What follows belongs to an exercise in optimizing a design on an open flow for small area, a short achievable clock period and few clock cycles; a production flow would make more cautious choices. At most, simulation tests tie the RTL to the original design; equivalence was not proved. Function not checked in runs 2 to 5: the RTL went through the layout flow alone.

[flow/config.mk]
export PLATFORM = sky130hd
export DESIGN_NAME = css_disckey
export DESIGN_NICKNAME = css_disckey
export VERILOG_FILES = /design/flow/design.v
export SDC_FILE = /design/flow/constraint.sdc
export NUM_CORES = 4
export LEC_CHECK = 0
export ABC_AREA = 1
export CAP_MARGIN = 20
export CORE_MARGIN = 2
export CORE_UTILIZATION = 50
export PLACE_DENSITY = 0.7
export SETUP_SLACK_MARGIN = 3.2
export SLEW_MARGIN = 20
export SYNTH_HIERARCHICAL = 1
[flow/standard.sh]
#!/bin/bash
# synth_recipe.tcl (not shown) runs the flow's synth.tcl, then flattens the netlist and writes it again
# the make line also repeats each setting of config.mk as NAME=value (left out here)
make -C /OpenROAD-flow-scripts/flow DESIGN_CONFIG=/design/flow/config.mk WORK_HOME=/design/flow/orfs CLKGATE_MAP_FILE= SYNTH_SCRIPT=/design/flow/synth_recipe.tcl "${@:-finish}"
[flow/constraint.sdc]
create_clock -name core_clock -period 6.0 [get_ports {clk}]
set_input_delay 1.2000 -clock core_clock [delete_from_list [all_inputs] [get_ports {clk}]]
set_output_delay 1.2000 -clock core_clock [all_outputs]
set_load 0.01 [all_outputs]
[flow/design.v]
module css_t1 (
    input  wire [7:0] a,
    output wire [7:0] t1
);
    wire x07 = a[7] ^ (a[5] | a[4]);
    wire x11 = a[1] & a[0];
    wire x12 = a[2] ^ x11;
    wire x14 = a[6] ^ (a[5] & a[4]);
    wire x18 = a[3] ^ x11;
    wire x21 = a[5] & ~a[4];
    assign t1[0] = ~x18;
    assign t1[1] = ~x14;
    assign t1[2] = (~a[5] | (t1[0] & (~a[6] | a[4]))) & (a[6] | x18 | x21);
    assign t1[3] = (a[3] | x14) ^ (a[1] & (~a[0] | x14));
    assign t1[4] = ~x12;
    assign t1[5] = ~x07;
    assign t1[6] = (a[2] | x07) ^ (a[0] & (~a[1] | x07));
    assign t1[7] = (t1[4] | a[7] | x21) & (~a[7] | ~a[5] | a[4]) & (a[4] | x12);
endmodule
module css_disckey (
    input  wire        clk,
    input  wire        rst,         
    input  wire        start,
    output wire        ready,
    output wire [8:0]  slot_addr,
    input  wire [39:0] slot_data,
    output wire        done,
    output wire        found,
    output wire [39:0] disc_key
);
    localparam [15:0] KL0_0 = 16'hDFDC;
    localparam [15:0] KL0_1 = 16'hDDFE;
    localparam [15:0] KL0_2 = 16'h7701;
    localparam [15:0] KL0_3 = 16'h3D3C;
    localparam [15:0] KL0_4 = 16'h6779;
    localparam [15:0] KL0_5 = 16'hCB55;
    localparam [15:0] KL0_6 = 16'hB240;
    localparam [15:0] KL0_7 = 16'h02FC;
    localparam [15:0] KL0_8 = 16'h75B3;
    localparam [15:0] KL0_9 = 16'hD75F;
    localparam [15:0] KL0_10 = 16'hB941;
    localparam [15:0] KL0_11 = 16'h2581;
    localparam [15:0] KL0_12 = 16'hC5DC;
    localparam [15:0] KL0_13 = 16'h148F;
    localparam [15:0] KL0_14 = 16'hD020;
    localparam [15:0] KL0_15 = 16'h2811;
    localparam [15:0] KL0_16 = 16'h8F1A;
    localparam [15:0] KL0_17 = 16'h95F6;
    localparam [15:0] KL0_18 = 16'h4E29;
    localparam [15:0] KL0_19 = 16'hC0B9;
    localparam [15:0] KL0_20 = 16'h88C2;
    localparam [15:0] KL0_21 = 16'h5CF6;
    localparam [15:0] KL0_22 = 16'hEFED;
    localparam [15:0] KL0_23 = 16'hF5C0;
    localparam [15:0] KL0_24 = 16'hEF95;
    localparam [15:0] KL0_25 = 16'h34A9;
    localparam [15:0] KL0_26 = 16'h104F;
    localparam [15:0] KL0_27 = 16'h7470;
    localparam [15:0] KL0_28 = 16'hE7E4;
    localparam [15:0] KL0_29 = 16'hCB7E;
    localparam [15:0] KL0_30 = 16'hCC9E;
    localparam [15:0] KL0_31 = 16'hA6C5;
    localparam [15:0] KL0_32 = 16'h9850;
    localparam [15:0] KL0_33 = 16'hC4EA;
    localparam [15:0] KL0_34 = 16'h0E38;
    localparam [15:0] KL0_35 = 16'h9CAC;
    localparam [15:0] KL0_36 = 16'h1DB9;
    localparam [15:0] KL0_37 = 16'hFC9F;
    localparam [15:0] KL0_38 = 16'h8A6F;
    localparam [15:0] KL0_39 = 16'h0A04;
    localparam [15:0] KL1_0 = 16'h7879;
    localparam [15:0] KL1_1 = 16'h8CBD;
    localparam [15:0] KL1_2 = 16'h0853;
    localparam [15:0] KL1_3 = 16'h7E72;
    localparam [15:0] KL1_4 = 16'h0FFC;
    localparam [15:0] KL1_5 = 16'hA18D;
    localparam [15:0] KL1_6 = 16'h9479;
    localparam [15:0] KL1_7 = 16'h2BC6;
    localparam [15:0] KL1_8 = 16'h9137;
    localparam [15:0] KL1_9 = 16'hCA3B;
    localparam [15:0] KL1_10 = 16'h404B;
    localparam [15:0] KL1_11 = 16'h63E8;
    localparam [15:0] KL1_12 = 16'h8C08;
    localparam [15:0] KL1_13 = 16'h536D;
    localparam [15:0] KL1_14 = 16'h07FE;
    localparam [15:0] KL1_15 = 16'h7F46;
    localparam [15:0] KL1_16 = 16'h7089;
    localparam [15:0] KL1_17 = 16'hF4A7;
    localparam [15:0] KL1_18 = 16'h1C95;
    localparam [15:0] KL1_19 = 16'h9BEB;
    localparam [15:0] KL1_20 = 16'h80A5;
    localparam [15:0] KL1_21 = 16'h4D8A;
    localparam [15:0] KL1_22 = 16'h9FBE;
    localparam [15:0] KL1_23 = 16'hFFE6;
    localparam [15:0] KL1_24 = 16'hE402;
    localparam [15:0] KL1_25 = 16'h3377;
    localparam [15:0] KL1_26 = 16'hE044;
    localparam [15:0] KL1_27 = 16'h0B81;
    localparam [15:0] KL1_28 = 16'h7B77;
    localparam [15:0] KL1_29 = 16'h6A1F;
    localparam [15:0] KL1_30 = 16'h22FE;
    localparam [15:0] KL1_31 = 16'hC342;
    localparam [15:0] KL1_32 = 16'hE410;
    localparam [15:0] KL1_33 = 16'h2788;
    localparam [15:0] KL1_34 = 16'h7725;
    localparam [15:0] KL1_35 = 16'hB767;
    localparam [15:0] KL1_36 = 16'h3BE3;
    localparam [15:0] KL1_37 = 16'h6110;
    localparam [15:0] KL1_38 = 16'h8F9E;
    localparam [15:0] KL1_39 = 16'hCF0D;
    wire [15:0] qoh_w;
    wire [39:0] kp_tab0 = {|(KL0_39 & qoh_w), |(KL0_38 & qoh_w), |(KL0_37 & qoh_w), |(KL0_36 & qoh_w), |(KL0_35 & qoh_w), |(KL0_34 & qoh_w), |(KL0_33 & qoh_w), |(KL0_32 & qoh_w), |(KL0_31 & qoh_w), |(KL0_30 & qoh_w), |(KL0_29 & qoh_w), |(KL0_28 & qoh_w), |(KL0_27 & qoh_w), |(KL0_26 & qoh_w), |(KL0_25 & qoh_w), |(KL0_24 & qoh_w), |(KL0_23 & qoh_w), |(KL0_22 & qoh_w), |(KL0_21 & qoh_w), |(KL0_20 & qoh_w), |(KL0_19 & qoh_w), |(KL0_18 & qoh_w), |(KL0_17 & qoh_w), |(KL0_16 & qoh_w), |(KL0_15 & qoh_w), |(KL0_14 & qoh_w), |(KL0_13 & qoh_w), |(KL0_12 & qoh_w), |(KL0_11 & qoh_w), |(KL0_10 & qoh_w), |(KL0_9 & qoh_w), |(KL0_8 & qoh_w), |(KL0_7 & qoh_w), |(KL0_6 & qoh_w), |(KL0_5 & qoh_w), |(KL0_4 & qoh_w), |(KL0_3 & qoh_w), |(KL0_2 & qoh_w), |(KL0_1 & qoh_w), |(KL0_0 & qoh_w)};
    wire [39:0] kp_tab1 = {|(KL1_39 & qoh_w), |(KL1_38 & qoh_w), |(KL1_37 & qoh_w), |(KL1_36 & qoh_w), |(KL1_35 & qoh_w), |(KL1_34 & qoh_w), |(KL1_33 & qoh_w), |(KL1_32 & qoh_w), |(KL1_31 & qoh_w), |(KL1_30 & qoh_w), |(KL1_29 & qoh_w), |(KL1_28 & qoh_w), |(KL1_27 & qoh_w), |(KL1_26 & qoh_w), |(KL1_25 & qoh_w), |(KL1_24 & qoh_w), |(KL1_23 & qoh_w), |(KL1_22 & qoh_w), |(KL1_21 & qoh_w), |(KL1_20 & qoh_w), |(KL1_19 & qoh_w), |(KL1_18 & qoh_w), |(KL1_17 & qoh_w), |(KL1_16 & qoh_w), |(KL1_15 & qoh_w), |(KL1_14 & qoh_w), |(KL1_13 & qoh_w), |(KL1_12 & qoh_w), |(KL1_11 & qoh_w), |(KL1_10 & qoh_w), |(KL1_9 & qoh_w), |(KL1_8 & qoh_w), |(KL1_7 & qoh_w), |(KL1_6 & qoh_w), |(KL1_5 & qoh_w), |(KL1_4 & qoh_w), |(KL1_3 & qoh_w), |(KL1_2 & qoh_w), |(KL1_1 & qoh_w), |(KL1_0 & qoh_w)};
    reg         busy;
    reg  [8:0]  addr_r;       
    reg         pres_val;     
    reg         pres_bub;     
    reg  [15:0] qoh;          
    reg         s0_ver, s0_val, s0_bub, s0_end, s0_last;
    reg         s1_ver;
    reg         v1, n1, l1, v2, n2, l2, v3, n3, l3, v4, n4, l4;   
    reg         pend1;        
    reg         done_r, found_r;
    reg  [39:0] vc;           
    reg  [4:0]  r4e0, r4e1;   
    reg  [39:0] r4c0;         
    reg  [39:0] r4c1;         
    assign qoh_w = qoh;
    wire [39:0] kp0 = kp_tab0;
    wire [39:0] kp1 = kp_tab1;
    wire [39:0] e = slot_data;
    wire [39:0] te;
    genvar g;
    generate
        for (g = 0; g < 5; g = g + 1) begin : g_t1e
            css_t1 u (.a(e[8*g +: 8]), .t1(te[8*g +: 8]));
        end
    endgenerate
    wire [39:0] base = {te[39:8] ^ e[31:0], te[7:0]};
    wire [39:0] dd0, c30, c31;
    wire [4:0]  eq0, eq1;
    css_lane u_l0 (.clk(clk), .kp(kp0), .base(base), .vc(vc), .dd(dd0), .c3(c30), .eqb(eq0));
    css_lane u_l1 (.clk(clk), .kp(kp1), .base(base), .vc(vc), .dd(),    .c3(c31), .eqb(eq1));
    wire        hit0  = v4 && (&r4e0);
    wire        hit1  = v4 && (&r4e1);
    wire        take1 = !hit0 && n4 && (pend1 || hit1);    
    wire        fin   = !done_r && v4 && (hit0 || (n4 && (pend1 || hit1 || l4)));
    always @(posedge clk) begin
        r4e0 <= eq0;
        r4e1 <= eq1;
        if (take1)      r4c0 <= r4c1;
        else if (!hit0) r4c0 <= c30;
        if (!(hit1 || pend1)) r4c1 <= c31;
        if (s1_ver) vc <= dd0;
    end
    always @(posedge clk) begin
        if (rst) begin
            busy     <= 1'b0;
            addr_r   <= 9'd0;
            pres_val <= 1'b0;
            pres_bub <= 1'b0;
            qoh      <= 16'd0;
            s0_ver   <= 1'b0;
            s1_ver   <= 1'b0;
            s0_val   <= 1'b0;
            s0_bub   <= 1'b0;
            s0_end   <= 1'b0;
            s0_last  <= 1'b0;
            v1 <= 1'b0; n1 <= 1'b0; l1 <= 1'b0;
            v2 <= 1'b0; n2 <= 1'b0; l2 <= 1'b0;
            v3 <= 1'b0; n3 <= 1'b0; l3 <= 1'b0;
            v4 <= 1'b0; n4 <= 1'b0; l4 <= 1'b0;
            pend1    <= 1'b0;
            done_r   <= 1'b0;
            found_r  <= 1'b0;
        end else begin
            done_r  <= fin;
            if (fin) found_r <= hit0 || pend1 || hit1;
            if (hit1) pend1 <= 1'b1;
            if (v4 && n4) pend1 <= 1'b0;
            s0_ver  <= 1'b0;
            s1_ver  <= s0_ver;
            s0_val  <= pres_val;
            s0_bub  <= pres_bub;
            s0_end  <= pres_val && (addr_r == 9'd408);
            s0_last <= qoh[15];
            v1 <= s0_val; n1 <= s0_end; l1 <= s0_last;
            v2 <= v1;     n2 <= n1;     l2 <= l1;
            v3 <= v2;     n3 <= n2;     l3 <= l2;
            v4 <= v3;     n4 <= n3;     l4 <= l3;
            if (s0_ver) qoh <= 16'd1;
            if (s0_bub) qoh <= {qoh[14:0], 1'b0};
            if (pres_val) begin
                if (addr_r == 9'd408) begin
                    pres_val <= 1'b0;
                    pres_bub <= !qoh[15];
                end else begin
                    addr_r <= addr_r + 9'd1;
                end
            end else if (pres_bub) begin
                pres_bub <= 1'b0;
                pres_val <= 1'b1;
                addr_r   <= 9'd1;
            end
            if (!busy) begin
                pend1 <= 1'b0;
                if (start) begin
                    busy     <= 1'b1;
                    s0_ver   <= 1'b1;
                    pres_val <= 1'b1;
                    pres_bub <= 1'b0;
                    addr_r   <= 9'd1;
                    qoh      <= 16'd0;
                end
            end else if (done_r) begin
                busy     <= 1'b0;
                addr_r   <= 9'd0;
                pres_val <= 1'b0;
                pres_bub <= 1'b0;
                s0_val   <= 1'b0;
                s0_bub   <= 1'b0;
                s0_end   <= 1'b0;
                v1 <= 1'b0; v2 <= 1'b0; v3 <= 1'b0; v4 <= 1'b0;
                n1 <= 1'b0; n2 <= 1'b0; n3 <= 1'b0; n4 <= 1'b0;
                pend1    <= 1'b0;
            end
        end
    end
    assign ready     = !busy;
    assign slot_addr = addr_r;
    assign done      = done_r;
    assign found     = found_r;
    assign disc_key  = r4c0;
endmodule
module css_lane (
    input  wire        clk,
    input  wire [39:0] kp,      
    input  wire [39:0] base,    
    input  wire [39:0] vc,      
    output wire [39:0] dd,      
    output wire [39:0] c3,      
    output wire [4:0]  eqb      
);
    reg  [39:0] r1;           
    reg  [39:0] r2;           
    reg  [39:0] r3s;          
    reg  [3:0]  r3g;          
    reg  [3:1]  r3p;          
    reg  [39:0] r3c;          
    genvar g;
    wire [39:0] d1 = kp ^ base;
    assign dd = {r1[39:8], r1[7:0] ^ r1[39:32]};
    wire [39:0] td;
    generate
        for (g = 0; g < 5; g = g + 1) begin : g_t1d
            css_t1 u (.a(dd[8*g +: 8]), .t1(td[8*g +: 8]));
        end
    endgenerate
    wire [39:0] cand = kp ^ td ^ {dd[31:0], 8'd0};
    wire [39:0] ka, kb;
    css_ks u_ks (.ck(r2), .a(ka), .b(kb));
    wire [8:0]  bs [0:4];     
    wire [4:0]  bp;           
    generate
        for (g = 0; g < 5; g = g + 1) begin : g_bs
            assign bs[g] = {1'b0, ka[8*g +: 8]} + {1'b0, kb[8*g +: 8]};
            assign bp[g] = &(ka[8*g +: 8] ^ kb[8*g +: 8]);
        end
    endgenerate
    wire [39:0] bsum = {bs[4][7:0], bs[3][7:0], bs[2][7:0], bs[1][7:0], bs[0][7:0]};
    wire [4:1] y;
    assign y[1] = r3g[0];
    assign y[2] = r3g[1] | (r3p[1] & r3g[0]);
    assign y[3] = r3g[2] | (r3p[2] & r3g[1]) | (r3p[2] & r3p[1] & r3g[0]);
    assign y[4] = r3g[3] | (r3p[3] & r3g[2]) | (r3p[3] & r3p[2] & r3g[1]) | (r3p[3] & r3p[2] & r3p[1] & r3g[0]);
    wire [39:0] kv;
    assign kv[7:0] = r3s[7:0];
    generate
        for (g = 1; g < 5; g = g + 1) begin : g_inc
            assign kv[8*g +: 8] = r3s[8*g +: 8] + {7'd0, y[g]};
        end
    endgenerate
    wire [39:0] dv;
    assign dv[39:8] = kv[39:8] ^ vc[39:8];
    assign dv[7:0]  = kv[7:0] ^ kv[39:32] ^ vc[7:0];
    wire [39:0] tv;
    generate
        for (g = 0; g < 5; g = g + 1) begin : g_t1v
            css_t1 u (.a(dv[8*g +: 8]), .t1(tv[8*g +: 8]));
        end
    endgenerate
    wire [39:0] want = kv ^ {dv[31:0], 8'd0} ^ r3c;    
    generate
        for (g = 0; g < 5; g = g + 1) begin : g_eq
            css_eq8 u (.a(tv[8*g +: 8]), .b(want[8*g +: 8]), .eq(eqb[g]));
        end
    endgenerate
    assign c3 = r3c;
    always @(posedge clk) begin
        r1  <= d1;
        r2  <= cand;
        r3s <= bsum;
        r3g <= {bs[3][8], bs[2][8], bs[1][8], bs[0][8]};
        r3p <= bp[3:1];
        r3c <= r2;
    end
endmodule
module css_eq8 (
    input  wire [7:0] a,
    input  wire [7:0] b,
    output wire       eq
);
    assign eq = (a == b);
endmodule
module css_ks (
    input  wire [39:0] ck,
    output wire [39:0] a,
    output wire [39:0] b
);
    wire x40 = ck[2] ^ ck[12];
    wire x41 = ck[1] ^ ck[11];
    wire x42 = ck[0] ^ ck[10];
    wire x43 = ck[9] ^ ck[15];
    wire x44 = ck[8] ^ ck[14];
    wire x45 = ck[7] ^ x40;
    wire x46 = ck[6] ^ x41;
    wire x47 = ck[4] ^ x43;
    wire x48 = ck[5] ^ x42;
    wire x49 = ck[3] ^ x44;
    wire x50 = ck[13] ^ x48;
    wire x51 = x45 ^ x47;
    wire x52 = x46 ^ x49;
    wire x53 = ck[26] ^ ck[35];
    wire x54 = ck[36] ^ ck[39];
    wire x55 = ck[19] ^ ck[28];
    wire x56 = ck[20] ^ ck[29];
    wire x57 = ck[21] ^ ck[30];
    wire x58 = ck[22] ^ ck[31];
    wire x59 = ck[23] ^ ck[27];
    wire x60 = ck[23] ^ ck[32];
    wire x61 = ck[24] ^ ck[33];
    wire x62 = ck[25] ^ ck[34];
    wire x63 = ck[27] ^ ck[30];
    wire x64 = ck[13] ^ x52;
    wire x65 = ck[18] ^ ck[25];
    wire x66 = ck[26] ^ ck[29];
    wire x67 = ck[32] ^ ck[36];
    wire x68 = ck[33] ^ ck[37];
    wire x69 = ck[34] ^ ck[38];
    wire x70 = ck[22] ^ x53;
    wire x71 = ck[28] ^ x56;
    wire x72 = ck[31] ^ x60;
    wire x73 = ck[35] ^ x54;
    wire x74 = ck[0] ^ ck[13];
    wire x75 = ck[1] ^ ck[14];
    wire x76 = ck[2] ^ ck[15];
    wire x77 = ck[16] ^ ck[17];
    wire x78 = ck[16] ^ ck[24];
    wire x79 = ck[16] ^ ck[31];
    wire x80 = ck[17] ^ ck[18];
    wire x81 = ck[17] ^ ck[24];
    wire x82 = ck[28] ^ ck[34];
    wire x83 = ck[29] ^ ck[35];
    wire x84 = ck[13] ^ x42;
    wire x85 = ck[19] ^ x60;
    wire x86 = ck[20] ^ x61;
    wire x87 = ck[21] ^ x62;
    wire x88 = ck[25] ^ x81;
    wire x89 = ck[27] ^ x55;
    wire x90 = ck[33] ^ x57;
    wire x91 = ck[34] ^ x58;
    wire x92 = x53 ^ x69;
    wire x93 = x54 ^ x59;
    wire x94 = x57 ^ x66;
    wire x95 = x58 ^ x63;
    wire x96 = x59 ^ x78;
    wire x97 = x61 ^ x67;
    wire x98 = x62 ^ x68;
    wire x99 = x70 ^ x93;
    wire x100 = ck[27] ^ x73;
    wire x101 = ck[35] ^ x72;
    wire x102 = ck[30] ^ x91;
    wire x103 = ck[29] ^ x90;
    wire x104 = ck[32] ^ x71;
    wire x105 = ck[31] ^ x89;
    wire x106 = ck[26] ^ x63;
    wire x107 = x65 ^ x66;
    wire x108 = ck[28] ^ x88;
    wire x109 = ck[38] ^ x70;
    wire x110 = x87 ^ x109;
    wire x111 = ck[37] ^ x86;
    wire x112 = x87 ^ x111;
    wire x113 = ck[36] ^ x85;
    wire x114 = x86 ^ x113;
    wire x115 = ck[35] ^ x58;
    wire x116 = x85 ^ x115;
    wire x117 = ck[18] ^ x57;
    wire x118 = x91 ^ x117;
    wire x119 = x56 ^ x80;
    wire x120 = x90 ^ x119;
    wire x121 = ck[32] ^ x55;
    wire x122 = x56 ^ x77;
    wire x123 = x121 ^ x122;
    wire x124 = x55 ^ x79;
    wire x125 = x73 ^ x124;
    wire x126 = ck[18] ^ ck[30];
    wire x127 = x54 ^ x69;
    wire x128 = x126 ^ x127;
    wire x129 = ck[38] ^ x68;
    wire x130 = x80 ^ x83;
    wire x131 = x129 ^ x130;
    wire x132 = ck[37] ^ x67;
    wire x133 = x77 ^ x82;
    wire x134 = x132 ^ x133;
    wire x135 = ck[33] ^ ck[39];
    wire x136 = x79 ^ x135;
    wire x137 = ck[32] ^ ck[38];
    wire x138 = x63 ^ x137;
    wire x139 = x73 ^ x138;
    wire x140 = ck[29] ^ ck[31];
    wire x141 = ck[37] ^ x140;
    wire x142 = x92 ^ x141;
    wire x143 = ck[28] ^ ck[30];
    wire x144 = ck[36] ^ x143;
    wire x145 = x98 ^ x144;
    wire x146 = ck[27] ^ x83;
    wire x147 = x97 ^ x146;
    wire x148 = x53 ^ x82;
    wire x149 = x72 ^ x148;
    wire x150 = ck[33] ^ x62;
    wire x151 = x95 ^ x150;
    wire x152 = ck[32] ^ x61;
    wire x153 = x94 ^ x152;
    wire x154 = ck[25] ^ x71;
    wire x155 = x72 ^ x154;
    wire x156 = ck[24] ^ x55;
    wire x157 = x95 ^ x156;
    wire x158 = x59 ^ x94;
    wire x159 = ck[22] ^ ck[26];
    wire x160 = x65 ^ x159;
    wire x161 = x71 ^ x160;
    wire x162 = ck[21] ^ x88;
    wire x163 = x89 ^ x162;
    wire x164 = ck[20] ^ ck[26];
    wire x165 = x96 ^ x164;
    wire x166 = ck[19] ^ x65;
    wire x167 = x99 ^ x166;
    wire x168 = ck[15] ^ x40;
    wire x169 = ck[14] ^ x41;
    wire x170 = x40 ^ x43;
    wire x171 = x41 ^ x44;
    wire x172 = x43 ^ x45;
    wire x173 = x44 ^ x46;
    wire x174 = ck[2] ^ x50;
    wire x175 = ck[1] ^ x51;
    wire x176 = ck[0] ^ x52;
    wire x177 = ck[15] ^ x50;
    wire x178 = ck[14] ^ x51;
    wire x179 = x40 ^ x50;
    wire x180 = x41 ^ x51;
    wire x181 = x42 ^ x52;
    wire x182 = x43 ^ x50;
    wire x183 = x44 ^ x51;
    wire x184 = x45 ^ x50;
    wire x185 = x46 ^ x51;
    wire x186 = x48 ^ x52;
    wire x187 = x47 ^ x50;
    wire x188 = x49 ^ x51;
    wire x189 = ck[2] ^ ck[13];
    wire x190 = x52 ^ x189;
    wire x191 = ck[1] ^ x45;
    wire x192 = x50 ^ x191;
    wire x193 = ck[0] ^ x46;
    wire x194 = x51 ^ x193;
    wire x195 = x48 ^ x76;
    wire x196 = x52 ^ x195;
    wire x197 = x47 ^ x75;
    wire x198 = x50 ^ x197;
    wire x199 = x49 ^ x74;
    wire x200 = x51 ^ x199;
    wire x201 = ck[12] ^ ck[13];
    wire x202 = ck[15] ^ x201;
    wire x203 = x52 ^ x202;
    wire x204 = ck[11] ^ ck[14];
    wire x205 = x45 ^ x204;
    wire x206 = x50 ^ x205;
    wire x207 = ck[10] ^ ck[13];
    wire x208 = x46 ^ x207;
    wire x209 = x51 ^ x208;
    assign a[0] = x100;
    assign a[1] = x92;
    assign a[2] = x98;
    assign a[3] = x97;
    assign a[4] = x101;
    assign a[5] = x102;
    assign a[6] = x103;
    assign a[7] = x104;
    assign a[8] = x105;
    assign a[9] = ~x106;
    assign a[10] = x107;
    assign a[11] = x108;
    assign a[12] = x96;
    assign a[13] = x99;
    assign a[14] = x110;
    assign a[15] = x112;
    assign a[16] = x114;
    assign a[17] = ~x116;
    assign a[18] = ~x118;
    assign a[19] = x120;
    assign a[20] = x123;
    assign a[21] = ~x125;
    assign a[22] = ~x128;
    assign a[23] = x131;
    assign a[24] = x134;
    assign a[25] = x136;
    assign a[26] = x139;
    assign a[27] = x142;
    assign a[28] = x145;
    assign a[29] = x147;
    assign a[30] = x149;
    assign a[31] = x151;
    assign a[32] = x153;
    assign a[33] = x155;
    assign a[34] = x157;
    assign a[35] = ~x158;
    assign a[36] = x161;
    assign a[37] = x163;
    assign a[38] = ~x165;
    assign a[39] = x167;
    assign b[0] = x76;
    assign b[1] = x75;
    assign b[2] = x74;
    assign b[3] = x168;
    assign b[4] = x169;
    assign b[5] = x84;
    assign b[6] = x170;
    assign b[7] = x171;
    assign b[8] = ~x84;
    assign b[9] = x172;
    assign b[10] = x173;
    assign b[11] = ~x50;
    assign b[12] = x51;
    assign b[13] = x52;
    assign b[14] = ~x174;
    assign b[15] = x175;
    assign b[16] = x176;
    assign b[17] = ~x177;
    assign b[18] = x178;
    assign b[19] = x64;
    assign b[20] = ~x179;
    assign b[21] = x180;
    assign b[22] = x181;
    assign b[23] = ~x182;
    assign b[24] = x183;
    assign b[25] = ~x64;
    assign b[26] = ~x184;
    assign b[27] = x185;
    assign b[28] = x186;
    assign b[29] = ~x187;
    assign b[30] = x188;
    assign b[31] = ~x190;
    assign b[32] = ~x192;
    assign b[33] = x194;
    assign b[34] = x196;
    assign b[35] = ~x198;
    assign b[36] = x200;
    assign b[37] = ~x203;
    assign b[38] = ~x206;
    assign b[39] = x209;
endmodule
[flow/flow/run.sh]
#!/bin/bash
set -euo pipefail
export BUFFER_PORTS_ARGS="-buffer_cell sky130_fd_sc_hd__buf_2"
bash standard.sh > standard.log 2>&1
==> results.yml, run 1 <==
status:
  status: "no timing/DRC/antenna violations"
route:
  drtIter0Drc: 3503
  dr_total_vias: 33000
  drt-total-wl_um: 126000
  vias_per_cell: 5.13
  drc: 0
  first_pass_iters: 7
  final_antenna_net_count: 0
  wl_per_cell_um: 19.5
yosys:
  syn_inst: 5434
  syn_area_per_cell_um2: 6.91
  yosysWarnings: 8
  syn_nets: 5583
  netlist_area_mm2: 0.0375
sta:
  max_freq_mhz: 349
  fin_worst_skew_ns: 0.0224
  setup_viol: 0
  rsz0062_at_grt: "yes"
  tns_ns: 0
  post-route-min-period_ns: 2.86
  relSlewSlack: 0.258
  period_share: 0.477
  maxSlewViolCount: 0
  worstMarginPinSlew_ns: 1.11
  hold_viol: 0
grt:
  grt_pass1_wl_um: 185000
  antenna_found_initial: 14
  grt_start_max_net_pins: 44
  overflow: 0
  grt_pass1_vias: 30200
  grtUsageTotal: 0.320
die:
  die_area_mm2: 0.0773
  die_x_um: 278
  io_pins: 95
  std_cell_rows: 100
  initial_core_util: 0.504
  coreArea_mm2: 0.0744
  die_h_um: 278
clock_network:
  clock_latency_ns: 0.63
  cts_max_level: 2
  clkSinkCount: 513
  tritoncts: "yes"
  clockRootBuffer: "clkbuf_16"
  cts_made_buffers: 57
  clkTransAtPathRegs_ns: 0.07
  cts_hold_buf: 0
  cts_buffer_depth: 3
layout:
  num-fill-cells: 7100
  insertedDiodeCount: 0
  multiInputGateArea_mm2: 0.0221
  layout.nets: 5567
  syn_to_final_growth_pct: 9.08
  layout-drive-gt1-share: 0.135
  fin_area_mm2: 0.0410
  seq_area_mm2: 0.0116
  fin_cells: 6434
worst_setup_path:
  max_stage_delay_ns: 0.51
  cp_common_cell: "nor2_1"
  worst-setup-path-type: "flip-flop to flip-flop"
  cp-end-kind: "flip-flop"
  cp_slowest_cell: "xor2_1"
  cp_cell_sequence: "buf_4, ha_1, ha_1, xor2_1, nand2_2, xor2_1, nor2_1, nor2_1, inv_1, nand2_1, nand2_1, nor2_1, nand2_1, nor2_1"
  critPathLaunchType: "flip-flop"
  cp_max_fo: 5
  critical_path_arrival_ns: 3.44
  required_ns: 6.57
placed_design:
  placed_cell_area_mm2: 0.0378
  hpwl_um: 105000
  io_buffer_count: 94
  gp_congestion: 1.03
  placedCellCount: 6297
min_path:
  hold_path.class: "flip-flop to flip-flop"
run:
  cap_violations: 0
-- worst max-delay path, delay by kind of cell, from the launching register on --
family | cells | cell delay [ns]
xor+xnor | 2 | 0.80
simple gates | 8 | 0.79
fa+ha+maj | 2 | 0.70
flops | 1 | 0.33
buf+inv | 2 | 0.19
-- layer usage --
metal,global-route usage,vias to the layer above,share of wire
li1,-,16400,-
met1,0.443,15100,0.43
met2,0.499,1348,0.43
met3,0.0455,240,0.088
met4,0.138,2,0.047
met5,0,-,0.00010
-- sequential cells by signal, summed over array words and instances (netlist names), 3 cells and up --
register and cells:
u_l1.r3p 3, r4e1 5, r4c1 40, qoh 16
u_l1.r1 40, u_l0.r1 40, u_l1.r2 40, vc 40
u_l1.r3c 40, u_l0.r3g 4, u_l1.r3g 4, u_l0.r3s 40
r4c0 40, r4e0 5, u_l0.r3c 40, addr_r 9
u_l0.r2 40, u_l1.r3s 40, u_l0.r3p 3
-- layout make-up --
class                   count  area share
multi-input cells        3851       0.541
clock inverters            36      0.0110
repair buffers            124      0.0172
inverters                 871      0.0804
well taps                 969      0.0296
clock buffers              70      0.0393
flip-flops and latches    513       0.282
-- through the flow --
step | util | worst slack (ns) | hold slack, ns
2_1_floorplan | - | 3.23 | 0.326
3_3_place_gp | 0.507 | 2.75 | 0.373
3_5_place_dp | 0.507 | 2.74 | 0.383
4_1_cts | 0.540 | 3.04 | 0.385
5_1_grt | 0.550 | 2.92 | 0.392
6_report | 0.550 | 3.14 | 0.386
-- worst paths after layout --
kind | slack (ns) | from | endpoint | cells past startpoint
worst max-delay path | 3.14 | u_l0.r3g[0] | r4e0[1] | 14
worst min-delay path | 0.39 | u_l0.r2[3] | u_l0.r3c[3] | 0
worst max register to register | 3.14 | u_l0.r3g[0] | r4e0[1] | 14
worst min register to register | 0.39 | u_l0.r2[3] | u_l0.r3c[3] | 0
-- timing repair --
action                                  in CTS  in global routing
resized for setup                           52                167
cloned                                       2                  0
endpoints found under the setup margin      55                 84
endpoints found under the hold margin        0                  0
pin swaps                                   15                 49
buffers inserted                            12                 17
-- layout by cell type (no fill, tap or decap), drive strengths merged, types with 96 or more instances in the layout --
| cell type | n |
|---|---|
| buf | 124 |
| dfxtp | 393 |
| edfxtp | 120 |
| ha | 96 |
| inv | 878 |
| nand2 | 1902 |
| nand3 | 382 |
| nor2 | 458 |
| xnor2 | 290 |
| xor2 | 388 |
Testbench counts, summed over its fixed seeds: cycles 138,818.
==> run 2, diff against run 1 <==
--- a/flow/design.v
+++ b/flow/design.v
@@ -247,70 +247,104 @@
     reg  [3:0]  r3g;          
     reg  [3:1]  r3p;          
     reg  [39:0] r3c;          
-    genvar g;
     wire [39:0] d1 = kp ^ base;
+    wire [39:0] cand;
+    css_mix u_mix (.r1(r1), .kp(kp), .dd(dd), .cand(cand));
+    wire [39:0] bsum;
+    wire [3:0]  bg;
+    wire [3:1]  bp;
+    css_key u_key (.ck(r2), .s(bsum), .g(bg), .p(bp));
+    css_vfy u_vfy (.s(r3s), .g(r3g), .p(r3p), .cand(r3c), .vc(vc), .eqb(eqb));
+    assign c3 = r3c;
+    always @(posedge clk) begin
+        r1  <= d1;
+        r2  <= cand;
+        r3s <= bsum;
+        r3g <= bg;
+        r3p <= bp;
+        r3c <= r2;
+    end
+endmodule
+module css_mix (
+    input  wire [39:0] r1,
+    input  wire [39:0] kp,
+    output wire [39:0] dd,
+    output wire [39:0] cand
+);
     assign dd = {r1[39:8], r1[7:0] ^ r1[39:32]};
     wire [39:0] td;
+    genvar g;
     generate
         for (g = 0; g < 5; g = g + 1) begin : g_t1d
             css_t1 u (.a(dd[8*g +: 8]), .t1(td[8*g +: 8]));
         end
     endgenerate
-    wire [39:0] cand = kp ^ td ^ {dd[31:0], 8'd0};
+    assign cand = td ^ (kp ^ {dd[31:0], 8'd0});
+endmodule
+module css_key (
+    input  wire [39:0] ck,
+    output wire [39:0] s,
+    output wire [3:0]  g,
+    output wire [3:1]  p
+);
     wire [39:0] ka, kb;
-    css_ks u_ks (.ck(r2), .a(ka), .b(kb));
-    wire [8:0]  bs [0:4];     
-    wire [4:0]  bp;           
+    css_ks u_ks (.ck(ck), .a(ka), .b(kb));
+    wire [8:0] bs [0:4];
+    genvar i;
     generate
-        for (g = 0; g < 5; g = g + 1) begin : g_bs
-            assign bs[g] = {1'b0, ka[8*g +: 8]} + {1'b0, kb[8*g +: 8]};
-            assign bp[g] = &(ka[8*g +: 8] ^ kb[8*g +: 8]);
+        for (i = 0; i < 5; i = i + 1) begin : g_bs
+            assign bs[i] = {1'b0, ka[8*i +: 8]} + {1'b0, kb[8*i +: 8]};
+            assign s[8*i +: 8] = bs[i][7:0];
         end
     endgenerate
-    wire [39:0] bsum = {bs[4][7:0], bs[3][7:0], bs[2][7:0], bs[1][7:0], bs[0][7:0]};
+    assign g = {bs[3][8], bs[2][8], bs[1][8], bs[0][8]};
+    assign p[1] = &(ka[15:8] ^ kb[15:8]);
+    assign p[2] = &(ka[23:16] ^ kb[23:16]);
+    assign p[3] = &(ka[31:24] ^ kb[31:24]);
+endmodule
+module css_vfy (
+    input  wire [39:0] s,
+    input  wire [3:0]  g,
+    input  wire [3:1]  p,
+    input  wire [39:0] cand,
+    input  wire [39:0] vc,
+    output wire [4:0]  eqb
+);
     wire [4:1] y;
-    assign y[1] = r3g[0];
-    assign y[2] = r3g[1] | (r3p[1] & r3g[0]);
-    assign y[3] = r3g[2] | (r3p[2] & r3g[1]) | (r3p[2] & r3p[1] & r3g[0]);
-    assign y[4] = r3g[3] | (r3p[3] & r3g[2]) | (r3p[3] & r3p[2] & r3g[1]) | (r3p[3] & r3p[2] & r3p[1] & r3g[0]);
-    wire [39:0] kv;
-    assign kv[7:0] = r3s[7:0];
+    assign y[1] = g[0];
+    assign y[2] = g[1] | (p[1] & g[0]);
+    assign y[3] = g[2] | (p[2] & g[1]) | (p[2] & p[1] & g[0]);
+    assign y[4] = g[3] | (p[3] & g[2]) | (p[3] & p[2] & g[1]) | (p[3] & p[2] & p[1] & g[0]);
+    wire [39:0] dl;           
+    assign dl[7:0] = 8'd0;
+    genvar i, j;
     generate
-        for (g = 1; g < 5; g = g + 1) begin : g_inc
-            assign kv[8*g +: 8] = r3s[8*g +: 8] + {7'd0, y[g]};
+        for (i = 1; i < 5; i = i + 1) begin : g_dl
+            assign dl[8*i] = y[i];
+            for (j = 1; j < 8; j = j + 1) begin : g_b
+                assign dl[8*i + j] = y[i] & (&s[8*i +: j]);
+            end
         end
     endgenerate
-    wire [39:0] dv;
-    assign dv[39:8] = kv[39:8] ^ vc[39:8];
-    assign dv[7:0]  = kv[7:0] ^ kv[39:32] ^ vc[7:0];
+    wire [39:0] sv = s ^ vc;                                    
+    wire [39:0] dv;                                             
+    assign dv[39:8] = sv[39:8] ^ dl[39:8];
+    assign dv[7:0]  = (sv[7:0] ^ s[39:32]) ^ dl[39:32];
+    wire [39:0] ew;
+    assign ew[7:0]   = s[7:0] ^ cand[7:0];
+    assign ew[15:8]  = s[15:8] ^ (sv[7:0] ^ s[39:32]) ^ cand[15:8];
+    assign ew[39:16] = s[39:16] ^ sv[31:8] ^ cand[39:16];
+    wire [39:0] want;
+    assign want[7:0]   = ew[7:0];
+    assign want[15:8]  = ew[15:8] ^ (dl[15:8] ^ dl[39:32]);
+    assign want[39:16] = ew[39:16] ^ (dl[39:16] ^ dl[31:8]);
     wire [39:0] tv;
     generate
-        for (g = 0; g < 5; g = g + 1) begin : g_t1v
-            css_t1 u (.a(dv[8*g +: 8]), .t1(tv[8*g +: 8]));
+        for (i = 0; i < 5; i = i + 1) begin : g_t1v
+            css_t1 u (.a(dv[8*i +: 8]), .t1(tv[8*i +: 8]));
+            assign eqb[i] = (tv[8*i +: 8] == want[8*i +: 8]);
         end
     endgenerate
-    wire [39:0] want = kv ^ {dv[31:0], 8'd0} ^ r3c;    
-    generate
-        for (g = 0; g < 5; g = g + 1) begin : g_eq
-            css_eq8 u (.a(tv[8*g +: 8]), .b(want[8*g +: 8]), .eq(eqb[g]));
-        end
-    endgenerate
-    assign c3 = r3c;
-    always @(posedge clk) begin
-        r1  <= d1;
-        r2  <= cand;
-        r3s <= bsum;
-        r3g <= {bs[3][8], bs[2][8], bs[1][8], bs[0][8]};
-        r3p <= bp[3:1];
-        r3c <= r2;
-    end
-endmodule
-module css_eq8 (
-    input  wire [7:0] a,
-    input  wire [7:0] b,
-    output wire       eq
-);
-    assign eq = (a == b);
 endmodule
 module css_ks (
     input  wire [39:0] ck,
==> flow/run.sh (new file) <==
#!/bin/bash
# synth_recipe.tcl (not shown) runs the flow's synth.tcl, then flattens the netlist and writes it again
# the make line also repeats each setting of config.mk as NAME=value (left out here)
make -C /OpenROAD-flow-scripts/flow DESIGN_CONFIG=/design/flow/config.mk WORK_HOME=/design/flow/orfs CLKGATE_MAP_FILE= SYNTH_SCRIPT=/design/flow/synth_recipe.tcl finish
==> flow/config.mk (replaced) <==
export PLATFORM = sky130hd
export DESIGN_NAME = css_disckey
export DESIGN_NICKNAME = css_disckey
export VERILOG_FILES = /design/flow/design.v
export SDC_FILE = /design/flow/constraint.sdc
export NUM_CORES = 4
export LEC_CHECK = 0
export CAP_MARGIN = 20
export CORE_MARGIN = 2
export CORE_UTILIZATION = 40
export PLACE_DENSITY = 0.6
export SETUP_SLACK_MARGIN = 3.1
export SLEW_MARGIN = 20
export SYNTH_HIERARCHICAL = 1
export SYNTH_MINIMUM_KEEP_SIZE = 100
removed: flow/flow/run.sh
removed: flow/standard.sh
==> run 2 against run 1 <==
  * Highest routed layer unchanged
  * Setup slack better by 0.011 ns
  * Non-clock buffer count up 82
  * Synthesized area down 5.1%
  * Register-to-register slack about the same
  * Critical path type unchanged
  * Still clean on timing, DRC and antenna
  * Routed wire length down 6.0%
  * Via count down 19%
==> results.yml, run 2 <==
yosys:
  yosysWarnings: 9
  syn_nets: 3834
  syn_inst: 3701
  netlist_area_mm2: 0.0356
  syn_area_per_cell_um2: 9.63
grt:
  overflow: 0
  grt_util_met3: 0.0460
  met2_usage: 0.389
  grt_pass1_vias: 25000
  antenna_found_initial: 11
  top_usage_layer: "met2"
  use_met1: 0.342
  grt_start_max_net_pins: 43
  grtUsageTotal: 0.251
  grt_pass1_wl_um: 169000
layout:
  num-fill-cells: 8309
  syn_to_final_growth_pct: 14.2
  layout_common_cells: "xnor2_1, xor2_1, dfxtp_1, nor2_1, nand2_1"
  layout-drive-gt1-share: 0.166
  layout.nets: 3799
  layout_commonest_cell: "xnor2_1"
die:
  std_cell_rows: 109
  io_pins: 95
  die_h_um: 302
  initial_core_util: 0.403
  die_area_mm2: 0.0915
  coreArea_mm2: 0.0884
  die_x_um: 302
sta:
  timing.hold.ws_ns: 0.366
  setup_viol: 0
  fin_worst_skew_ns: 0.0335
  max_freq_mhz: 350
  post-route-min-period_ns: 2.85
  tns_ns: 0
  period_share: 0.476
  worstMarginPinSlew_ns: 1.10
  hold_viol: 0
  maxSlewViolCount: 0
  relSlewSlack: 0.268
  rsz0062_at_grt: "yes"
route:
  first_pass_iters: 5
  vias_per_cell: 5.48
  drtIter0Drc: 2412
  drt-total-wl_um: 118000
  final_antenna_net_count: 0
  wl_per_cell_um: 24.2
  drc: 0
  dr_total_vias: 26700
clock_network:
  cts_hold_buf: 0
  clockRootBuffer: "clkbuf_16"
  clkSinkCount: 513
  clock_latency_ns: 0.66
  cts_buffer_depth: 3
  clkTransAtPathRegs_ns: 0.06
  cts_max_level: 2
  cts_made_buffers: 58
  tritoncts: "yes"
placed_design:
  hpwl_um: 93600
  io_buffer_count: 94
  gp_congestion: 1.01
worst_setup_path:
  critical_path_arrival_ns: 3.40
  rr_worst_depth: 9
  cp-end-kind: "flip-flop"
  cp-startpoint: "u_l1.r3p[3]"
  cp_max_fo: 17
  rrSetupSlack_ns: 3.15
  worst-setup-path-type: "flip-flop to flip-flop"
  required_ns: 6.55
  r2r-end: "r4e1[4]"
  critPathLaunchType: "flip-flop"
  r2r_start: "u_l1.r3p[3]"
min_path:
  holdPathStages: 0
  min_from: "u_l0.r2[5]"
  holdPathEnd: "u_l0.r3c[5]"
  hold_path.class: "flip-flop to flip-flop"
status:
  status: "no timing/DRC/antenna violations"
run:
  cap_violations: 0
-- run 2: cell count changes in the layout (fill, tap and decap cells not counted), moves of 70 or more --
cell | before | now
nor2_1 | 409 | 195
nand2_1 | 1732 | 152
inv_1 | 796 | 104
xnor2_1 | 252 | 667
buf_2 | 94 | 0
a21oi_1 | 43 | 113
o21ai_0 | 13 | 90
nand2_2 | 125 | 2
buf_4 | 28 | 106
clkdlybuf4s50_1 | 0 | 87
nand3_1 | 359 | 78
-- run 2: worst max-delay path, cell delays in order, from the launching register on --
cell,delay (ns)
dfxtp_1,0.41
nand2_2,0.17
o21a_4,0.33
or3_1,0.41
and2_0,0.29
xnor2_1,0.36
xnor2_1,0.18
mux2i_1,0.10
a211o_1,0.23
nor4_1,0.25
-- run 2: how the worst max path moves through the flow --
stage	end	slack (ns)
finish	r4e1[4]	3.15
detailed placement	r4e0[0]	2.37
floorplan	u_l0.r3s[22]	3.10
global placement	r4e1[0]	2.42
CTS	r4e1[0]	2.99
global route	r4e1[0]	3.03
-- run 2: layout make-up --
type | instances | area [um2] | area share
Clock buffer | 67 | 1530 | 0.0375
Clock inverter | 43 | 568 | 0.0140
Multi-Input combinational cell | 2779 | 23200 | 0.571
Timing Repair Buffer | 206 | 1840 | 0.0452
Sequential cell | 513 | 11700 | 0.287
Inverter | 108 | 413 | 0.0102
Antenna cell | 1 | 2.50 | 0.0000615
Tap cell | 1165 | 1460 | 0.0358
-- run 2: repair_timing --
item	in CTS	in global routing
setup endpoints to repair	68	49
gates cloned	0	2
setup buffers	44	60
resized for setup	158	169
pin swaps	26	41
-- run 2: layer usage --
layer / share of wire / vias up
li1: - / 12600
met1: 0.43 / 12700
met2: 0.44 / 1147
met3: 0.080 / 250
met4: 0.050 / 4
met5: 0.00034 / -
-- run 2: stage by stage --
stage	cell area, um2	setup WS [ns]	util	cells
finish	40700	3.15	0.460	4882
global route	40700	3.03	0.460	4881
CTS	39400	2.99	0.445	4819
detailed placement	36300	2.37	0.411	4665
global placement	36300	2.42	0.411	4665
floorplan	35700	3.10	-	3701
==> run 3, diff against run 2 <==
--- a/flow/config.mk
+++ b/flow/config.mk
@@ -12,4 +12,4 @@
 export SETUP_SLACK_MARGIN = 3.1
 export SLEW_MARGIN = 20
 export SYNTH_HIERARCHICAL = 1
-export SYNTH_MINIMUM_KEEP_SIZE = 100
+export SYNTH_MINIMUM_KEEP_SIZE = 200
==> run 3 against run 2 <==
  * Count of clock-buffer cells in the layout rose by 7
  * Global-route usage up 1.1 points
  * Synthesized cell count decreased by 4.4%
  * Critical path depth grew 3
  * First-iteration DRC count up 3.1%
  * Die area shrank 4.5%
  * Setup slack got worse by 0.37 ns
  * Sequential cell count unchanged
==> results.yml, run 3 <==
min_path:
  hold_path.class: "flip-flop to flip-flop"
  holdPathEnd: "u_l1.r3c[6]"
  min_from: "u_l1.r2[6]"
  holdPathStages: 0
clock_network:
  cts_hold_buf: 0
  clockRootBuffer: "clkbuf_16"
  clkTransAtPathRegs_ns: 0.06
  clock_latency_ns: 0.67
  cts_max_level: 2
  cts_made_buffers: 60
  cts_buffer_depth: 3
  clkSinkCount: 513
  tritoncts: "yes"
route:
  first_pass_iters: 6
  top_layer_used: "met4"
  drt-total-wl_um: 118000
  wl_per_cell_um: 24.2
  drtIter0Drc: 2487
  met2RoutedLength_um: 52100
  final_antenna_net_count: 0
  m1WireLength_um: 50900
  drc: 0
  wl_met3_um: 8620
  vias_per_cell: 5.48
  dr_total_vias: 26800
yosys:
  syn_nets: 3662
  syn_area_per_cell_um2: 9.62
  yosysWarnings: 9
  syn_inst: 3537
  netlist_area_mm2: 0.0340
die:
  die_x_um: 296
  initial_core_util: 0.405
  std_cell_rows: 106
  coreArea_mm2: 0.0840
  die_h_um: 296
  die_area_mm2: 0.0874
  io_pins: 95
worst_setup_path:
  cp_num_buf_inv: 2
  required_ns: 6.59
  max_stage_delay_ns: 0.48
  r2r-end: "u_l0.r3s[39]"
  cp_cell_sequence: "xnor3_2, xnor2_4, buf_12, xor2_4, buf_4, xnor2_1, xor2_1, ha_1, a21oi_2, o21bai_1, a21oi_1, xnor2_1"
  critical_path_arrival_ns: 3.81
  cp_slowest_cell: "xnor3_2"
  cp_max_fo: 4
  cp_common_cell: "xnor2_1"
  critPathTopFamily: "XOR/XNOR gates"
  rr_worst_depth: 12
  rrSetupSlack_ns: 2.77
  r2r_start: "u_l0.r2[12]"
  cp-end-kind: "flip-flop"
  critPathLaunchType: "flip-flop"
  crit_cells: 12
  worst-setup-path-type: "flip-flop to flip-flop"
sta:
  relSlewSlack: 0.274
  hold_viol: 0
  maxSlewViolCount: 0
  setup_viol: 0
  max_freq_mhz: 310
  rsz0062_at_grt: "yes"
  fin_worst_skew_ns: 0.0669
  worstMarginPinSlew_ns: 1.09
  period_share: 0.538
  post-route-min-period_ns: 3.23
  tns_ns: 0
  finalWorstSetupSlack_ns: 2.77
placed_design:
  gp_congestion: 1.02
  dp_slack_ns: 2.25
  io_buffer_count: 94
  hpwl_um: 92200
layout:
  num-fill-cells: 7582
  layout_commonest_cell: "xnor2_1"
  layout_common_cells: "xnor2_1, dfxtp_1, xor2_1, buf_4, nor2_1"
  syn_to_final_growth_pct: 22.2
  layout-drive-gt1-share: 0.206
  layout.nets: 3838
grt:
  grt_start_max_net_pins: 43
  grt_pass1_wl_um: 168000
  grt_pass1_vias: 24900
  grtUsageTotal: 0.262
  antenna_found_initial: 2
  overflow: 0
status:
  status: "no timing/DRC/antenna violations"
run:
  cap_violations: 0
## run 3: cell types whose count changed in the layout (fill, tap and decap cells not counted), moves of 18 or more
cell	previous run	this run
nor2_1	195	174
dfxtp_2	73	41
dfxtp_1	295	317
a21oi_2	6	25
buf_4	106	183
o21a_1	37	19
## run 3: timing repair
| action | in CTS | in global routing |
|---|---|---|
| buffers inserted | 103 | 89 |
| setup endpoints to repair | 76 | 64 |
| pin swaps | 98 | 120 |
| gates resized for setup | 240 | 199 |
| gates cloned | 0 | 0 |
| endpoints found under the hold margin | 0 | 0 |
## run 3: how the worst max path moves through the flow
stage / end / start / slack (ns)
3_5_place_dp: u_l0.r3s[39] / u_l0.r2[1] / 2.25
6_report: u_l0.r3s[39] / u_l0.r2[12] / 2.77
2_1_floorplan: u_l0.r3s[39] / u_l0.r2[1] / 2.99
4_1_cts: u_l0.r3s[39] / u_l0.r2[11] / 2.85
3_3_place_gp: u_l0.r3s[39] / u_l0.r2[1] / 2.26
5_1_grt: u_l0.r3s[39] / u_l0.r2[3] / 2.65
## run 3: stage by stage
| stage | util | hold WS (ns) | cells | area [um2] |
|---|---|---|---|---|
| floorplan | - | 0.326 | 3537 | 34200 |
| global placement | 0.426 | 0.362 | 4593 | 35700 |
| detailed placement | 0.426 | 0.364 | 4593 | 35700 |
| CTS | 0.475 | 0.362 | 4810 | 39800 |
| global route | 0.495 | 0.370 | 4899 | 41600 |
| finish | 0.495 | 0.370 | 4900 | 41600 |
## run 3: final cells by class
type                            instances  area (um2)  share of cell area
Clock buffer                           74        1640              0.0394
Inverter                              120         453              0.0109
Antenna cell                            1        2.50           0.0000602
Sequential cell                       513       11700               0.280
Multi-Input combinational cell       2721       23200               0.559
Timing Repair Buffer                  297        2590              0.0624
Clock inverter                         40         592              0.0142
Tap cell                             1134        1420              0.0341
## run 3: routing by layer
layer  vias up  global-route usage
met3       250              0.0346
met2      1200               0.406
li1      12500                   -
met1     12900               0.360
met5         -                   0
met4         0               0.130
==> run 4, diff against run 3 <==
==> flow/flow/run.sh (new file) <==
#!/bin/bash
set -euo pipefail
export BUFFER_PORTS_ARGS="-buffer_cell sky130_fd_sc_hd__buf_2"
bash standard.sh > standard.log 2>&1
==> flow/standard.sh (new file) <==
#!/bin/bash
# synth_recipe.tcl (not shown) runs the flow's synth.tcl, then flattens the netlist and writes it again
# the make line also repeats each setting of config.mk as NAME=value (left out here)
make -C /OpenROAD-flow-scripts/flow DESIGN_CONFIG=/design/flow/config.mk WORK_HOME=/design/flow/orfs CLKGATE_MAP_FILE= SYNTH_SCRIPT=/design/flow/synth_recipe.tcl "${@:-finish}"
--- a/flow/config.mk
+++ b/flow/config.mk
@@ -12,4 +12,4 @@
 export SETUP_SLACK_MARGIN = 3.1
 export SLEW_MARGIN = 20
 export SYNTH_HIERARCHICAL = 1
-export SYNTH_MINIMUM_KEEP_SIZE = 200
+export SYNTH_MINIMUM_KEEP_SIZE = 100
removed: flow/run.sh
==> run 4 against run 3 <==
  * Synthesized area grew 4.7%
  * Sequential cell count unchanged
  * Synthesized cell count increased by 4.6%
  * Count of clock-buffer cells in the layout shrank 5
  * Fmax rose by 12%
  * Hold slack improved by 0.012 ns
  * Global-route usage is 1.2 points lower
  * Non-clock buffer count down 93
  * Critical endpoint is now r4e1[1]
==> results.yml, run 4 <==
min_path:
  hold_path.class: "flip-flop to flip-flop"
layout:
  layout.nets: 3797
  layout-drive-gt1-share: 0.188
  layout_commonest_cell: "xnor2_1"
  fin_cells: 4880
  insertedDiodeCount: 0
  layout_common_cells: "xnor2_1, xor2_1, dfxtp_1, nor2_1, nand2_1"
  syn_to_final_growth_pct: 12.7
die:
  io_pins: 95
  coreArea_mm2: 0.0884
  die_area_mm2: 0.0915
  initial_core_util: 0.403
  die_h_um: 302
  std_cell_rows: 109
  die_x_um: 302
clock_network:
  cts_max_level: 2
  clkSinkCount: 513
  clockRootBuffer: "clkbuf_16"
  cts_hold_buf: 0
  cts_made_buffers: 59
  tritoncts: "yes"
  clkTransAtPathRegs_ns: 0.07
  clock_latency_ns: 0.69
  cts_buffer_depth: 3
sta:
  post-route-min-period_ns: 2.89
  maxSlewViolCount: 0
  worstMarginPinSlew_ns: 0.921
  rsz0062_at_grt: "yes"
  max_freq_mhz: 346
  timing.hold.ws_ns: 0.382
  fin_worst_skew_ns: 0.0699
  hold_viol: 0
  setup_viol: 0
  relSlewSlack: 0.382
  period_share: 0.482
  tns_ns: 0
worst_setup_path:
  critPathLaunchType: "flip-flop"
  cp-end-kind: "flip-flop"
  required_ns: 6.51
  worst-setup-path-type: "flip-flop to flip-flop"
  cp_cell_sequence: "xnor2_2, a211o_1, o21ai_0, a22oi_1, xor2_2, mux2i_1, o21ai_1, xnor2_1, nor4_1"
  critPathTopFamily: "XOR/XNOR gates"
  cp_num_buf_inv: 0
  cp_max_fo: 8
  max_stage_delay_ns: 0.67
  cp_slowest_cell: "edfxtp_1"
  critical_path_arrival_ns: 3.41
grt:
  grt_pass1_vias: 25000
  antenna_found_initial: 4
  overflow: 0
  grt_pass1_wl_um: 168000
  grtUsageTotal: 0.251
  grt_start_max_net_pins: 43
route:
  first_pass_iters: 7
  wl_per_cell_um: 24.3
  drt-total-wl_um: 119000
  vias_per_cell: 5.52
  dr_total_vias: 26900
  drtIter0Drc: 2658
  final_antenna_net_count: 0
  drc: 0
placed_design:
  io_buffer_count: 94
  gp_congestion: 1.03
  hpwl_um: 93600
  placedCellCount: 4664
status:
  status: "no timing/DRC/antenna violations"
yosys:
  syn_area_per_cell_um2: 9.63
  yosysWarnings: 9
  syn_inst: 3701
  netlist_area_mm2: 0.0356
  syn_nets: 3834
run:
  cap_violations: 0
-- run 4: final timing paths --
| check | start | end | slack, ns | depth (start not counted) |
|---|---|---|---|---|
| max | vc[13] | r4e1[1] | 3.11 | 9 |
| min | u_l0.r2[6] | u_l0.r3c[6] | 0.38 | 0 |
| max reg2reg | vc[13] | r4e1[1] | 3.11 | 9 |
| min reg2reg | u_l0.r2[6] | u_l0.r3c[6] | 0.38 | 0 |
-- run 4: final cells by class --
| class | instances | area [um2] |
|---|---|---|
| Multi-Input combinational cell | 2778 | 23200 |
| Tap cell | 1165 | 1460 |
| Inverter | 108 | 415 |
| Sequential cell | 513 | 11600 |
| Fill cell | 8356 | 48200 |
| Clock buffer | 69 | 1620 |
| Timing Repair Buffer | 204 | 1350 |
| Clock inverter | 43 | 493 |
-- run 4: metal layers --
metal	part of all wire	GRT usage	vias up
li1	-	-	12600
met1	0.44	0.351	12900
met2	0.44	0.388	1172
met3	0.070	0.0323	259
met4	0.049	0.108	0
met5	0	0	-
-- run 4: stage by stage --
stage          area [um2]  utilization  setup WS, ns
2_1_floorplan       35700            -          3.10
3_3_place_gp        35900        0.406          2.36
3_5_place_dp        35900        0.406          2.30
4_1_cts             38900        0.440          3.00
5_1_grt             40200        0.454          3.02
6_report            40200        0.454          3.11
-- run 4: what timing repair did --
action | 4_1_cts | 5_1_grt
cloned | 0 | 1
setup buffers | 46 | 57
endpoints found under the setup margin | 56 | 40
pin swaps | 30 | 45
resized for setup | 142 | 167
==> run 5, diff against run 4 <==
--- a/flow/config.mk
+++ b/flow/config.mk
@@ -9,7 +9,7 @@
 export CORE_MARGIN = 2
 export CORE_UTILIZATION = 40
 export PLACE_DENSITY = 0.6
-export SETUP_SLACK_MARGIN = 3.1
+export SETUP_SLACK_MARGIN = 3.3
 export SLEW_MARGIN = 20
 export SYNTH_HIERARCHICAL = 1
 export SYNTH_MINIMUM_KEEP_SIZE = 100
==> run 5 against run 4 <==
  * Synthesized area stayed put
  * Routed wire length is 0.73% higher
  * Clock skew is 0.022 ns lower
  * Non-clock buffer count is 102 higher
  * Register-to-register slack better by 0.11 ns
  * Final area is 4.3% higher
  * First-iteration DRC count is 0.41% lower
  * Sequential share of layout area is 0.95 points lower
  * Fmax is 4.0% higher
  * Count of clock-buffer cells in the layout is 1 lower
  * Critical endpoint is now u_l0.r3s[23]
==> results.yml, run 5 <==
die:
  io_pins: 95
  die_x_um: 302
  die_area_mm2: 0.0915
  die_h_um: 302
  std_cell_rows: 109
  coreArea_mm2: 0.0884
  initial_core_util: 0.403
grt:
  grtUsageTotal: 0.251
  antenna_found_initial: 4
  grt_pass1_wl_um: 168000
  grt_pass1_vias: 25000
  grt_start_max_net_pins: 43
  overflow: 0
sta:
  hold_viol: 0
  maxSlewViolCount: 0
  relSlewSlack: 0.363
  fin_worst_skew_ns: 0.0482
  setup_viol: 0
  period_share: 0.464
  worstMarginPinSlew_ns: 0.954
  tns_ns: 0
  max_freq_mhz: 360
  rsz0062_at_grt: "yes"
  post-route-min-period_ns: 2.78
worst_setup_path:
  cp-end-kind: "flip-flop"
  cp_num_buf_inv: 2
  worst-setup-path-type: "flip-flop to flip-flop"
  cp_cell_sequence: "xor3_2, buf_4, buf_12, xnor3_1, xor2_1, ha_4, and3_1, a221oi_2, a21oi_1, xor2_1"
  cp_slowest_cell: "xor3_2"
  critical_path_arrival_ns: 3.30
  cp_common_cell: "xor2_1"
  required_ns: 6.52
  cp_max_fo: 6
  critPathTopFamily: "XOR/XNOR gates"
  critPathLaunchType: "flip-flop"
  max_stage_delay_ns: 0.45
clock_network:
  clkTransAtPathRegs_ns: 0.06
  tritoncts: "yes"
  cts_max_level: 2
  clkSinkCount: 513
  clockRootBuffer: "clkbuf_16"
  clock_latency_ns: 0.67
  cts_made_buffers: 57
  cts_buffer_depth: 3
route:
  wl_per_cell_um: 24.0
  dr_total_vias: 27300
  drt-total-wl_um: 120000
  first_pass_iters: 5
  drtIter0Drc: 2647
  final_antenna_net_count: 0
  vias_per_cell: 5.49
  drc: 0
placed_design:
  gp_congestion: 0.988
  io_buffer_count: 94
  placed_cell_area_mm2: 0.0360
  hpwl_um: 93500
yosys:
  yosysWarnings: 9
  netlist_area_mm2: 0.0356
  syn_inst: 3701
  syn_nets: 3834
  syn_area_per_cell_um2: 9.63
layout:
  layout.nets: 3899
  seq_area_mm2: 0.0117
  layout_commonest_cell: "xnor2_1"
  syn_to_final_growth_pct: 17.6
  multiInputGateArea_mm2: 0.0240
  num-fill-cells: 8236
  layout-drive-gt1-share: 0.239
  layout_common_cells: "xnor2_1, xor2_1, dfxtp_1, buf_4, nor2_1"
  fin_area_mm2: 0.0419
run:
  cap_violations: 0
min_path:
  hold_path.class: "flip-flop to flip-flop"
status:
  status: "no timing/DRC/antenna violations"
## run 5: worst reg2reg max path, stage by stage (launching register included)
cell      delay [ns]
dfxtp_4         0.36
xor3_2          0.45
buf_4           0.16
buf_12          0.13
xnor3_1         0.27
xor2_1          0.27
ha_4            0.27
and3_1          0.16
a221oi_2        0.30
a21oi_1         0.13
xor2_1          0.16
## run 5: worst paths after layout
| kind | from | to | slack, ns | depth (start not counted) |
|---|---|---|---|---|
| min | u_l0.r2[6] | u_l0.r3c[6] | 0.39 | 0 |
| min reg2reg | u_l0.r2[6] | u_l0.r3c[6] | 0.39 | 0 |
| max | u_l0.r2[10] | u_l0.r3s[23] | 3.22 | 10 |
| max reg2reg | u_l0.r2[10] | u_l0.r3s[23] | 3.22 | 10 |
## run 5: repair_timing
item / CTS / global route
resized for setup: 256 / 211
pin swaps: 49 / 86
setup endpoints to repair: 67 / 50
buffers inserted: 76 / 125
gates cloned: 1 / 2
hold buffers: 0 / 0
## run 5: final cells by class
| type | count | area share |
|---|---|---|
| Inverter | 108 | 0.00986 |
| Tap cell | 1165 | 0.0348 |
| Clock inverter | 39 | 0.0120 |
| Antenna cell | 2 | 0.000119 |
| Timing Repair Buffer | 306 | 0.0524 |
| Clock buffer | 68 | 0.0375 |
| Multi-Input combinational cell | 2780 | 0.573 |
| Sequential cell | 513 | 0.280 |
## run 5: layer usage
metal  wire (um)  vias up  track usage
met2       52100     1183        0.384
met1       51700    13100        0.348
met3        9000      276       0.0396
met5           0        -            0
li1            -    12800            -
met4        6730        0        0.119
## run 5: through the flow
stage	utilization	hold slack [ns]	cells	worst slack (ns)
2_1_floorplan	-	0.326	3701	3.21
3_3_place_gp	0.407	0.379	4666	2.39
3_5_place_dp	0.408	0.380	4667	2.36
4_1_cts	0.450	0.391	4851	3.24
5_1_grt	0.474	0.390	4979	3.12
6_report	0.474	0.389	4981	3.22

==> what the ideal ports hide <==
How much do the figures lean on ideal ports? The routed layouts below were timed once more, with nothing changed but the port constraints. Step 1, drivers: a clkbuf_16 drives clk and a buf_2 each remaining input, both assumed. Step 2, shift: input delay + t, output delay - t, t = (earliest + latest rising clock arrival at the registers) / 2. This alone moves slack from input paths to output paths. a / b / c = ideal ports / drivers / drivers and shift; a / b = the first two.
run	shift t [ns]	setup WS [ns]	worst setup path at the end	worst data-port slew with drivers (ns)
run 1	0.689	3.135 / 3.135 / 3.135	register to register	0.05
run 2	0.708	3.146 / 3.113 / 2.518	input to register	0.04
run 3	0.710	2.775 / 2.775 / 2.524	input to register	0.05
run 4	0.724	3.107 / 3.107 / 2.778	input to register	0.04
run 5	0.724	3.219 / 3.219 / 2.855	input to register	0.04
After both steps every run listed still meets setup and hold. For run 2, which loses most, drivers alone change the setup slack by -0.033 ns; drivers and shift together by -0.628 ns.
